This is an optimization exercise on Yosys and OpenROAD, whose aim is small area, not a production implementation.
Function was checked by simulation only, so behaviour that the tests miss may differ from the original.
Power figures rest on the tool's default switching activity, not on a simulated workload.

== old ==
==> flow/design.v (excerpt) <==
module deframer #(
    parameter MAX_LEN = 128                    
) (
    input  wire                   clk,
    input  wire                   rst,             
    input  wire                   in_vld,
    input  wire                   in_bit,
    input  wire [15:0]            cfg_sync,
    input  wire                   cfg_has_crc,
    input  wire                   cfg_check_crc,
    input  wire [15:0]            cfg_poly,
    output reg                    ev_valid,
    output reg  [1:0]             ev_kind,         
    output wire                   ev_ok,
    output wire [7:0]             ev_len,
    output wire [8*MAX_LEN-1:0]   ev_data,         
    output wire [15:0]            ev_crc_calc,
    output wire [15:0]            ev_crc_recv
);
    localparam [1:0] ST_SEARCH  = 2'd0,
                     ST_LENGTH  = 2'd1,
                     ST_PAYLOAD = 2'd2,
                     ST_TRAILER = 2'd3;
    localparam [1:0] K_PACKET = 2'd0,
                     K_CRC_MISMATCH = 2'd1,
                     K_ALLOC_FAIL = 2'd2;
    reg  [1:0]  st;
    reg  [15:0] sr;            
    reg  [2:0]  bcnt;          
    reg  [6:0]  kcnt;          
    reg  [7:0]  len;
    reg  [15:0] crc;           
    reg  [8*MAX_LEN-1:0] pbuf;
    wire [15:0] shifted   = {sr[14:0], in_bit};
    wire        byte_end  = (bcnt == 3'd7);
    wire [7:0]  kcnt_inc  = {1'b0, kcnt} + 8'd1;
    wire        last_byte = (kcnt_inc == len);
  ...
Size: roughly 1100 flip-flops, ~1100 I/O pins, roughly 0.035 mm^2 of cells after synthesis.
export LEC_CHECK = 0
export CAP_MARGIN = 20
export CORE_AREA = 2.3 2.72 457.7 147.28
export DIE_AREA = 0 0 460 150
export SLEW_MARGIN = 20
create_clock -name core_clock -period 10.0 [get_ports {clk}]
standard.sh (not shown) runs the stock make flow with config.mk's settings and CLKGATE_MAP_FILE= SYNTH_SCRIPT=/design/flow/synth_recipe.tcl, a recipe that flattens the netlist after the stock synthesis.
==> flow/flow/run.sh <==
#!/bin/bash
# Standard ORFS layout (the standard.sh), with the port buffers made
# from the smallest buffer cell and clock tree options set explicitly.
set -euo pipefail
bash standard.sh \
  'BUFFER_PORTS_ARGS=-buffer_cell sky130_fd_sc_hd__buf_1' \
  'CTS_ARGS=-sink_clustering_enable -repair_clock_nets -dont_use_dummy_load -buf_list sky130_fd_sc_hd__clkbuf_4 -root_buf sky130_fd_sc_hd__clkbuf_16' \
  finish > flow_standard.log 2>&1
old: done, clean on timing, DRC and antenna
### old -> new
==> flow/run.sh (new file) <==
#!/bin/bash
# synth_recipe.tcl (not shown) runs the flow's synth.tcl, then flattens the netlist and writes it again
# the make line also repeats each setting of config.mk as NAME=value (left out here)
make -C /OpenROAD-flow-scripts/flow DESIGN_CONFIG=/design/flow/config.mk WORK_HOME=/design/flow/orfs CLKGATE_MAP_FILE= SYNTH_SCRIPT=/design/flow/synth_recipe.tcl finish
removed: flow/flow/run.sh
removed: flow/standard.sh
Findings:
- Per the comparison of new with old, accumulated negative setup slack comparable, switching share of power now smaller, global-route wire length before repair now larger, count of clock-buffer cells in the layout now smaller.


Starting RTL as in the previous note.
Settings: LEC_CHECK=0, CAP_MARGIN=20, CORE_MARGIN=2, CORE_UTILIZATION=40, SLEW_MARGIN=20; clock period 10.0 ns.
run.sh (not shown) runs the stock make flow with config.mk's settings and CLKGATE_MAP_FILE= SYNTH_SCRIPT=/design/flow/synth_recipe.tcl, a recipe that flattens the netlist after the stock synthesis.
Stock flow here: none of the scripts above is used.
The first run ended with an error in I/O pin placement on PPL-0024.
Then changed:
==> flow/flow/run.sh (new file) <==
#!/bin/bash
# Standard ORFS layout (the standard.sh), with the port buffers made
# from the smallest buffer cell and clock tree options set explicitly.
set -euo pipefail
bash standard.sh \
  'BUFFER_PORTS_ARGS=-buffer_cell sky130_fd_sc_hd__buf_1' \
  'CTS_ARGS=-sink_clustering_enable -repair_clock_nets -dont_use_dummy_load' \
  finish > flow_standard.log 2>&1
==> flow/standard.sh (new file) <==
#!/bin/bash
# synth_recipe.tcl (not shown) runs the flow's synth.tcl, then flattens the netlist and writes it again
# the make line also repeats each setting of config.mk as NAME=value (left out here)
make -C /OpenROAD-flow-scripts/flow DESIGN_CONFIG=/design/flow/config.mk WORK_HOME=/design/flow/orfs CLKGATE_MAP_FILE= SYNTH_SCRIPT=/design/flow/synth_recipe.tcl "${@:-finish}"
- CORE_AREA: unset -> 2.3 2.72 457.7 147.28
- CORE_MARGIN: 2 -> unset
- CORE_UTILIZATION: 40 -> unset
- DIE_AREA: unset -> 0 0 460 150
removed: flow/run.sh
Outcome: The new run passed the timing, design-rule and antenna checks; area after synthesis does not change; synthesized cell count is unchanged.

[port drivers added, routing unchanged]
Ports are ideal in the flow. The routed layouts listed here were re-timed in OpenROAD.
Step 1 assumes that a clkbuf_16 drives the clock port and a buf_2 every other input.
Step 2 times the ports against the registers' clock, not the clock port: input delays grow and output delays shrink by t, the midpoint of the rising clock arrivals with the driver on.
Three values: no drivers, after step 1, after step 2; two values: the first two.
run	shift t [ns]	setup WS [ns]	worst setup path after step 2	slew at the worst register clock pin (ns)	pins driven straight from the clock port
old	0.755	5.799 / 5.789 / 5.034	input to register	0.09 / 0.09	1
new	0.726	5.460 / 5.422 / 4.696	input to register	0.08 / 0.08	1
the second run of note 2	0.704	5.749 / 5.767 / 5.063	input to register	0.08 / 0.08	1
After both steps every run listed still meets setup and hold. For old, which loses most, drivers alone change the setup slack by -0.010 ns; drivers and shift together by -0.765 ns.
